Source: an optimization exercise on an open RTL-to-GDS flow (aim: small area and a short achievable clock period). Production flows keep margins and buffers that such runs may drop. In this exercise RTL edits were held to simulation tests only and were not proved equivalent to the original. Power figures rest on the tool's default switching activity, not on a simulated workload.

[flow/run.sh]
#!/bin/bash
# synth_recipe.tcl (not shown) runs the flow's synth.tcl, then flattens the netlist and writes it again
# the make line also repeats each setting of config.mk as NAME=value (left out here)
make -C /OpenROAD-flow-scripts/flow DESIGN_CONFIG=/design/flow/config.mk WORK_HOME=/design/flow/orfs CLKGATE_MAP_FILE= SYNTH_SCRIPT=/design/flow/synth_recipe.tcl finish
[flow/config.mk]
export PLATFORM = sky130hd
export DESIGN_NAME = rfid_core
export DESIGN_NICKNAME = rfid_core
export VERILOG_FILES = /design/flow/design.v
export SDC_FILE = /design/flow/constraint.sdc
export NUM_CORES = 4
export LEC_CHECK = 0
export CAP_MARGIN = 20
export CORE_MARGIN = 2
export CORE_UTILIZATION = 35
export SLEW_MARGIN = 20
[flow/constraint.sdc]
create_clock -name core_clock -period 12.0 [get_ports {clk}]
set_input_delay 2.4000 -clock core_clock [delete_from_list [all_inputs] [get_ports {clk}]]
set_output_delay 2.4000 -clock core_clock [all_outputs]
set_load 0.01 [all_outputs]
[flow/design.v]
module rfid_core (
    input  wire        clk,
    input  wire        rst,
    input  wire        tick,
    input  wire        rx,
    input  wire        cancel_in,
    input  wire        bus_valid,
    input  wire        bus_we,
    input  wire [19:0] bus_addr,
    input  wire [31:0] bus_wdata,
    output reg  [31:0] bus_rdata,
    output wire        pin
);
  localparam integer N_MAX = 16;
  localparam integer AW = 4;   
  localparam [2:0] R_IDLE = 3'd0, R_A = 3'd1, R_B = 3'd2, R_GAP = 3'd3,
                   R_SETTLE = 3'd4, R_SCAN = 3'd5;
  localparam [7:0] C_NOP = 8'h00, C_START = 8'h01, C_STOP = 8'h02,
                   C_PROCESS = 8'h03, C_EMULATE = 8'h04, C_CARRIER_ON = 8'h05,
                   C_CARRIER_OFF = 8'h06, C_MOD_A = 8'h07, C_MOD_B = 8'h08;
  reg        mode;
  reg        busy, complete;
  reg [15:0] count;
  reg [31:0] edge_ticks;
  reg        out_en, mod_level;
  reg [2:0]  c_phase;
  reg [2:0]  r_phase;
  reg [15:0] r_idx, r_len;
  reg [30:0] r_half;
  reg [31:0] r_timer;
  reg        cancelled;
  reg [31:0] pass_count;
  reg [31:0] min_pulse, silence, sane_min, sane_max, gap, settle;
  reg [3:0]  duty_a, duty_b;
  reg [15:0] replay_len;
  reg        rx_q;
  reg [31:0] cap_buf   [0:N_MAX-1];
  reg [31:0] replay_buf[0:N_MAX-1];
  wire replay_busy = (r_phase != R_IDLE);
  wire [3:0] duty_sel = mod_level ? duty_a : duty_b;
  assign pin = out_en & (mode ? ({1'b0, c_phase} < duty_sel) : mod_level);
  wire [31:0] status = {24'd0, cancel_in, pin, mod_level, out_en, cancelled,
                        replay_busy, complete, busy};
  reg [31:0] rd_val;
  always @* begin
    rd_val = 32'd0;
    if (bus_addr[1:0] == 2'b00) begin
      if (bus_addr[19:18] == 2'b01) begin
        if (bus_addr[17:2] < N_MAX) rd_val = cap_buf[bus_addr[AW+1:2]];
      end else if (bus_addr[19:18] == 2'b10) begin
        if (bus_addr[17:2] < N_MAX) rd_val = replay_buf[bus_addr[AW+1:2]];
      end else if (bus_addr[19:18] == 2'b00) begin
        case (bus_addr[17:0])
          18'h000: rd_val = {31'd0, mode};
          18'h008: rd_val = status;
          18'h00C: rd_val = {16'd0, count};
          18'h010: rd_val = edge_ticks;
          18'h014: rd_val = min_pulse;
          18'h018: rd_val = silence;
          18'h01C: rd_val = sane_min;
          18'h020: rd_val = sane_max;
          18'h024: rd_val = gap;
          18'h028: rd_val = settle;
          18'h02C: rd_val = {20'd0, duty_b, 4'd0, duty_a};
          18'h030: rd_val = {16'd0, replay_len};
          18'h034: rd_val = pass_count;
          18'h038: rd_val = {8'd0, 8'd8, N_MAX[15:0]};
          default: rd_val = 32'd0;
        endcase
      end
    end
  end
  always @(posedge clk) begin
    if (rst) bus_rdata <= 32'd0;
    else if (bus_valid && !bus_we) bus_rdata <= rd_val;
    else bus_rdata <= 32'd0;
  end
  reg        mode_n, busy_n, complete_n;
  reg [15:0] count_n;
  reg [31:0] edge_ticks_n;
  reg        out_en_n, mod_level_n;
  reg [2:0]  c_phase_n, r_phase_n;
  reg [15:0] r_idx_n, r_len_n;
  reg [30:0] r_half_n;
  reg [31:0] r_timer_n;
  reg        cancelled_n;
  reg [31:0] pass_count_n;
  reg [31:0] min_pulse_n, silence_n, sane_min_n, sane_max_n, gap_n, settle_n;
  reg [3:0]  duty_a_n, duty_b_n;
  reg [15:0] replay_len_n;
  reg          cap_we;
  reg [AW-1:0] cap_waddr;
  reg [31:0]   cap_wdata;
  reg          rep_we;
  reg [31:0] s;
  reg [31:0] d;
  wire        host_wr   = bus_valid && bus_we && (bus_addr[1:0] == 2'b00);
  wire        edge_ev   = (rx != rx_q);
  wire [7:0]  cmd_code  = bus_wdata[7:0];
  wire        cmd_ok    = (bus_wdata[31:8] == 24'd0);
  always @* begin
    mode_n       = mode;
    busy_n       = busy;
    complete_n   = complete;
    count_n      = count;
    edge_ticks_n = edge_ticks;
    out_en_n     = out_en;
    mod_level_n  = mod_level;
    c_phase_n    = c_phase;
    r_phase_n    = r_phase;
    r_idx_n      = r_idx;
    r_len_n      = r_len;
    r_half_n     = r_half;
    r_timer_n    = r_timer;
    cancelled_n  = cancelled;
    pass_count_n = pass_count;
    min_pulse_n  = min_pulse;
    silence_n    = silence;
    sane_min_n   = sane_min;
    sane_max_n   = sane_max;
    gap_n        = gap;
    settle_n     = settle;
    duty_a_n     = duty_a;
    duty_b_n     = duty_b;
    replay_len_n = replay_len;
    cap_we       = 1'b0;
    cap_waddr    = count[AW-1:0];
    cap_wdata    = edge_ticks;
    rep_we       = 1'b0;
    s            = edge_ticks;
    d            = replay_buf[r_idx[AW-1:0]];
    if (r_phase == R_SCAN) begin
      if (r_idx < r_len) begin
        if (cancel_in) begin
          out_en_n    = 1'b0;
          mod_level_n = 1'b0;
          cancelled_n = 1'b1;
          if (settle == 32'd0) begin
            r_phase_n = R_IDLE;
          end else begin
            r_phase_n = R_SETTLE;
            r_timer_n = settle;
          end
        end else if (sane_min <= d && d <= sane_max && d[31:1] != 31'd0) begin
          r_half_n  = d[31:1];
          r_timer_n = {1'b0, d[31:1]};
          r_phase_n = R_A;
          if (!out_en) c_phase_n = 3'd0;
          out_en_n    = 1'b1;
          mod_level_n = 1'b1;
        end else begin
          r_idx_n = r_idx + 16'd1;
        end
      end else begin
        if (pass_count != 32'hFFFF_FFFF) pass_count_n = pass_count + 32'd1;
        r_phase_n   = R_GAP;
        r_timer_n   = (gap == 32'd0) ? 32'd1 : gap;
        out_en_n    = 1'b0;
        mod_level_n = 1'b0;
      end
    end
    if (host_wr) begin
      if (bus_addr[19:18] == 2'b10) begin
        if (bus_addr[17:2] < N_MAX && r_phase_n == R_IDLE) rep_we = 1'b1;
      end else if (bus_addr[19:0] == 20'h00004) begin
        if (cmd_ok && cmd_code != C_NOP && cmd_code <= C_MOD_B &&
            r_phase_n == R_IDLE) begin
          case (cmd_code)
            C_START: begin
              if (!busy_n) begin
                count_n      = 16'd0;
                complete_n   = 1'b0;
                edge_ticks_n = 32'd0;
                busy_n       = 1'b1;
                if (mode_n) begin
                  if (!out_en_n) c_phase_n = 3'd0;
                  out_en_n    = 1'b1;
                  mod_level_n = 1'b1;
                end
              end
            end
            C_STOP: begin
              busy_n      = 1'b0;
              out_en_n    = 1'b0;
              mod_level_n = 1'b0;
            end
            C_PROCESS: begin
              if (busy_n && count_n >= 16'd1 && edge_ticks_n >= silence_n) begin
                busy_n     = 1'b0;
                complete_n = 1'b1;
              end
            end
            C_EMULATE: begin
              if (!busy_n && replay_len_n <= N_MAX) begin
                r_len_n      = replay_len_n;
                r_idx_n      = 16'd0;
                pass_count_n = 32'd0;
                cancelled_n  = 1'b0;
                r_phase_n    = R_SCAN;
              end
            end
            C_CARRIER_ON: begin
              if (!out_en_n) c_phase_n = 3'd0;
              out_en_n = 1'b1;
            end
            C_CARRIER_OFF: begin
              out_en_n    = 1'b0;
              mod_level_n = 1'b0;
            end
            C_MOD_A: mod_level_n = 1'b1;
            C_MOD_B: mod_level_n = 1'b0;
            default: ;
          endcase
        end
      end else if (!busy_n && r_phase_n == R_IDLE) begin
        case (bus_addr[19:0])
          20'h00000: mode_n       = bus_wdata[0];
          20'h00014: min_pulse_n  = bus_wdata;
          20'h00018: silence_n    = bus_wdata;
          20'h0001C: sane_min_n   = bus_wdata;
          20'h00020: sane_max_n   = bus_wdata;
          20'h00024: gap_n        = bus_wdata;
          20'h00028: settle_n     = bus_wdata;
          20'h0002C: begin
            duty_a_n = bus_wdata[3:0];
            duty_b_n = bus_wdata[11:8];
          end
          20'h00030: replay_len_n = bus_wdata[15:0];
          default: ;
        endcase
      end
    end
    if (edge_ev && busy_n) begin
      s            = edge_ticks_n;
      edge_ticks_n = 32'd0;
      if (s >= min_pulse_n) begin
        cap_we    = 1'b1;
        cap_waddr = count_n[AW-1:0];
        cap_wdata = s;
        count_n   = count_n + 16'd1;
        if (count_n == N_MAX) begin
          busy_n     = 1'b0;
          complete_n = 1'b1;
        end
      end
    end
    if (tick) begin
      if (edge_ticks_n != 32'hFFFF_FFFF) edge_ticks_n = edge_ticks_n + 32'd1;
      if (out_en_n) c_phase_n = c_phase_n + 3'd1;
      if (r_phase_n != R_IDLE && r_phase_n != R_SCAN) begin
        r_timer_n = r_timer_n - 32'd1;
        if (r_timer_n == 32'd0) begin
          case (r_phase_n)
            R_A: begin
              r_phase_n   = R_B;
              r_timer_n   = {1'b0, r_half_n};
              out_en_n    = 1'b1;
              mod_level_n = 1'b0;
            end
            R_B: begin
              r_idx_n   = r_idx_n + 16'd1;
              r_phase_n = R_SCAN;
            end
            R_GAP: begin
              if (cancel_in) begin
                out_en_n    = 1'b0;
                mod_level_n = 1'b0;
                cancelled_n = 1'b1;
                if (settle_n == 32'd0) begin
                  r_phase_n = R_IDLE;
                end else begin
                  r_phase_n = R_SETTLE;
                  r_timer_n = settle_n;
                end
              end else begin
                r_idx_n   = 16'd0;
                r_phase_n = R_SCAN;
              end
            end
            R_SETTLE: r_phase_n = R_IDLE;
            default: ;
          endcase
        end
      end
    end
  end
  always @(posedge clk) begin
    if (rst) begin
      mode       <= 1'b0;
      busy       <= 1'b0;
      complete   <= 1'b0;
      count      <= 16'd0;
      edge_ticks <= 32'd0;
      out_en     <= 1'b0;
      mod_level  <= 1'b0;
      c_phase    <= 3'd0;
      r_phase    <= R_IDLE;
      r_idx      <= 16'd0;
      r_len      <= 16'd0;
      r_half     <= 31'd0;
      r_timer    <= 32'd0;
      cancelled  <= 1'b0;
      pass_count <= 32'd0;
      min_pulse  <= 32'd100;
      silence    <= 32'd20000;
      sane_min   <= 32'd100;
      sane_max   <= 32'd50000;
      gap        <= 32'd10000;
      settle     <= 32'd200000;
      duty_a     <= 4'd4;
      duty_b     <= 4'd0;
      replay_len <= 16'd0;
      rx_q       <= rx;
    end else begin
      mode       <= mode_n;
      busy       <= busy_n;
      complete   <= complete_n;
      count      <= count_n;
      edge_ticks <= edge_ticks_n;
      out_en     <= out_en_n;
      mod_level  <= mod_level_n;
      c_phase    <= c_phase_n;
      r_phase    <= r_phase_n;
      r_idx      <= r_idx_n;
      r_len      <= r_len_n;
      r_half     <= r_half_n;
      r_timer    <= r_timer_n;
      cancelled  <= cancelled_n;
      pass_count <= pass_count_n;
      min_pulse  <= min_pulse_n;
      silence    <= silence_n;
      sane_min   <= sane_min_n;
      sane_max   <= sane_max_n;
      gap        <= gap_n;
      settle     <= settle_n;
      duty_a     <= duty_a_n;
      duty_b     <= duty_b_n;
      replay_len <= replay_len_n;
      rx_q       <= rx;
    end
  end
  always @(posedge clk) begin
    if (!rst && cap_we) cap_buf[cap_waddr] <= cap_wdata;
    if (!rst && rep_we) replay_buf[bus_addr[AW+1:2]] <= bus_wdata;
  end
endmodule
==> run notes <==
## logic make-up after synthesis
kind of cell | after synthesis
XOR/XNOR | 117
flip-flops | 1460
adder cells (fa/ha/maj) | 153
buffers and inverters | 551
AO/OA/AOI/OAI | 908
multiplexers | 577
AND/OR/NAND/NOR | 1478
## where the power goes
part | internal [mW] | switching (mW) | total [mW]
sequential | 5.35 | 0.000679 | 5.36
combinational | 0.150 | 0.286 | 0.436
clock | 2.86 | 2.13 | 4.98
## sequential cells by signal (all words and copies together), names as in the netlist, 3 cells and up
register	cells
pass_count	32
r_idx	16
r_len	16
r_phase	3
sane_min	32
c_phase	3
duty_b	4
r_timer	32
count	16
replay_len	16
silence	32
edge_ticks	32
settle	32
r_half	31
replay_buf	512
bus_rdata	32
cap_buf	512
duty_a	4
min_pulse	32
sane_max	32
gap	32
## layout by cell type, fill, tap and decap left out, types with 15 or more instances in the layout
cell / Yosys / final
mux2i_1: 121 / 121
dfxtp_1: 436 / 434
nor2b_1: 23 / 21
and3_1: 28 / 27
and2_1: 94 / 94
clkdlybuf4s50_1: 0 / 84
a21o_1: 39 / 39
a221oi_1: 48 / 48
nor4_1: 51 / 45
nand2_1: 542 / 540
a211oi_1: 17 / 17
nor3_1: 62 / 44
nor2_1: 339 / 316
a21oi_1: 305 / 305
a22o_1: 37 / 37
clkinv_1: 1 / 23
a222oi_1: 22 / 22
a22oi_1: 134 / 134
xnor2_1: 57 / 57
inv_1: 210 / 210
clkinv_2: 0 / 29
ha_1: 153 / 153
or2_2: 15 / 15
nand4_1: 91 / 91
nand2b_1: 37 / 37
clkbuf_16: 0 / 161
o21a_1: 20 / 20
or3_1: 19 / 19
o211ai_1: 29 / 29
clkbuf_1: 246 / 34
o21ai_0: 83 / 82
nand3_1: 100 / 100
o22ai_1: 54 / 54
nor3_2: 2 / 17
mux4_2: 446 / 446
xor2_1: 60 / 60
buf_4: 12 / 175
edfxtp_1: 1024 / 1024
## final cells by class
cell class                 count  area (um2)
antenna                        6        15.0
sequential                  1460       39500
clock buffer                 210        4360
fill                       18361      118000
inverter                     211         792
timing repair buffer         270        2320
tap                         2640        3300
multi-input combinational   3233       27900
clock inverter                83         911
## worst paths after layout
path	start	endpoint	slack, ns	cells after the start
hold reg to reg	r_len[5]	r_len[5]	0.44	2
setup / recovery	r_idx[2]	cap_buf[12][5]	1.25	39
setup reg to reg	r_idx[2]	cap_buf[12][5]	1.25	39
hold / removal	r_len[5]	r_len[5]	0.44	2
## through the flow
step / area [um2] / hold WS [ns]
2_1_floorplan: 69300 / 0.420
3_3_place_gp: 73800 / 0.432
3_5_place_dp: 73800 / 0.433
4_1_cts: 79000 / 0.442
5_1_grt: 79000 / 0.463
6_report: 79000 / 0.440
## per-layer routing
layer,global-route usage [%],vias to the layer above
li1,-,20418
met1,31.9,25046
met2,36.4,2999
met3,5.43,526
met4,12.4,6
met5,0,-
## worst register-to-register path: cells and delay by family, from the launching register on
family / cells / cell delay (ns)
buffers and inverters: 8 / 2.37
AOI/OAI and AO/OA: 15 / 3.22
and+or+nand+nor: 11 / 2.30
muxes: 3 / 0.83
adders and majority gates: 2 / 0.74
DFF: 1 / 0.91
==> flow_summary.ini <==
[synth]
synth_mux_area_share_pct = 16.4
syn_area_per_cell_um2 = 13.2
synth-simple-area-share_pct = 10.3
ys_seq_elements = 1460
synthTopCellsByCount = edfxtp_1 (1024), nand2_1 (542), mux4_2 (446)
synth_area_leaders = edfxtp_1 (44%), mux4_2 (15%), dfxtp_1 (13%)
syn_inst = 5244
synth_edf_count = 1024
synthAdderAreaFrac_pct = 2.76
syn_area_mm2 = 0.0693
synth_cell_types = 99
async_reset_ff_share_pct = 0
synth_largest_area_cell = edfxtp_1
synth_nets = 5456
synth-xor-area-share_pct = 1.48
synth-compound-area-share_pct = 8.89
synth_top_family_by_area = multiplexers
yosys.cell_count.top_type = edfxtp_1
yosysSeqAreaShare_pct = 57.0
ys.flop_type = edfxtp_1
synth_top_area_share_pct = 44.4
yosysWarnings = 1

[critical_path]
crit_path_frequent_cell = buf_4
slowest_delay_ns = 0.91
cp.required_ns = 12.48
start_kind = flip-flop
critPathCaptureType = flip-flop
crit_family = compound AO/OA/AOI/OAI gates
critPathKind = reg -> reg
slowest_stage = dfxtp_1
path_max_fanout = 27
worstPathArrival_ns = 11.24
critPathBufInv = 8

[place]
post-place-ws_ns = 1.51
routabilityCongestion = 0.993
dp_hpwl_um = 166000
io_buffers = 91
dp_cells = 7814

[route]
wl_met1_um = 97000
wl_um = 248000
viasPerCell = 6.04
drt_iter0_drc = 7260
detail_route.wl_per_cell_um = 30.5
ant_nets = 0
firstDrtPassIters = 6
vias = 48995
wl_met2_um = 110000
highest_layer = met5
wl_met3_um = 25800
route.detailed.drc = 0

[pwr]
total_leakage_power_nw = 26.2
power_mw = 10.8
pwr_density_cell_mw_per_mm2 = 136
vdd_drop_max_v = 0.000136

[die]
dieArea_mm2 = 0.201
die_x_um = 449
coreArea_mm2 = 0.197
die_h_um = 449
initial_utilization_pct = 35.2
row_count = 163
io_pins = 92

[status]
status = complete, no violations

[timing]
final-hold-violation-count = 0
setup_viol = 0
rsz0062_at_grt = no
slew_viol_final = 0
clock_skew_ns = 0.0429
max_slew_margin_pct = 14.8
fin_ws_ns = 1.25
finalCriticalPeriod_ns = 10.75
fmax_mhz = 93.0
worst_pin_slew_ns = 1.28
fin_crit_sh_pct = 89.6
finalSetupTns_ns = 0

[cells_and_area]
final_util_pct = 40.1
fin_cells = 8113
layout-drive-gt1-share_pct = 18.4
final_nets = 5546
area_growth_pct = 14.1

[cts]
htree_num_levels = 4
clkTransAtPathRegs_ns = 0.06
cts.sinks = 1460
cts_resized = 0
root_buffer = clkbuf_16
cts_tree = done
clock_latency_ns = 0.82
cts_setup_buffers = 0
cts_hold_buf = 0
clock_path_buffers = 3
cts_buffers = 158

[run]
cap_violations = 0

[global_route]
gr-total-overflow = 0
grt_max_degree = 129
grt_pass1_wl_um = 349000
antenna_found_initial = 15
grt_pass1_vias = 46977
grt_usage_pct = 23.9

[hold_path]
hold_path.class = reg -> reg

[re-timing with driven ports]
Ports are ideal in the flow. The routed layout listed here was re-timed in OpenROAD.
Step 1 sets driving cells, clkbuf_16 on the clock port and buf_2 on the other inputs (assumed; they add their load-dependent delay and slew).
Step 2 moves the port delays by t, midway between the first and last clock arrival at a register: inputs arrive t later, outputs are due t later. That takes back most of the time a late clock gives input paths.
a / b / c = no drivers / after step 1 / after step 2; a / b = the first two.
t, ns: 0.885
setup WS [ns]: 1.247 / 1.247 / 1.247
worst hold slack (ns): 0.440 / 0.440 / 0.440
worst data-port slew with drivers (ns): 0.09
After both steps this run still meets setup and hold. For this run, drivers alone change the setup slack by 0.000 ns; drivers and shift together by 0.000 ns.
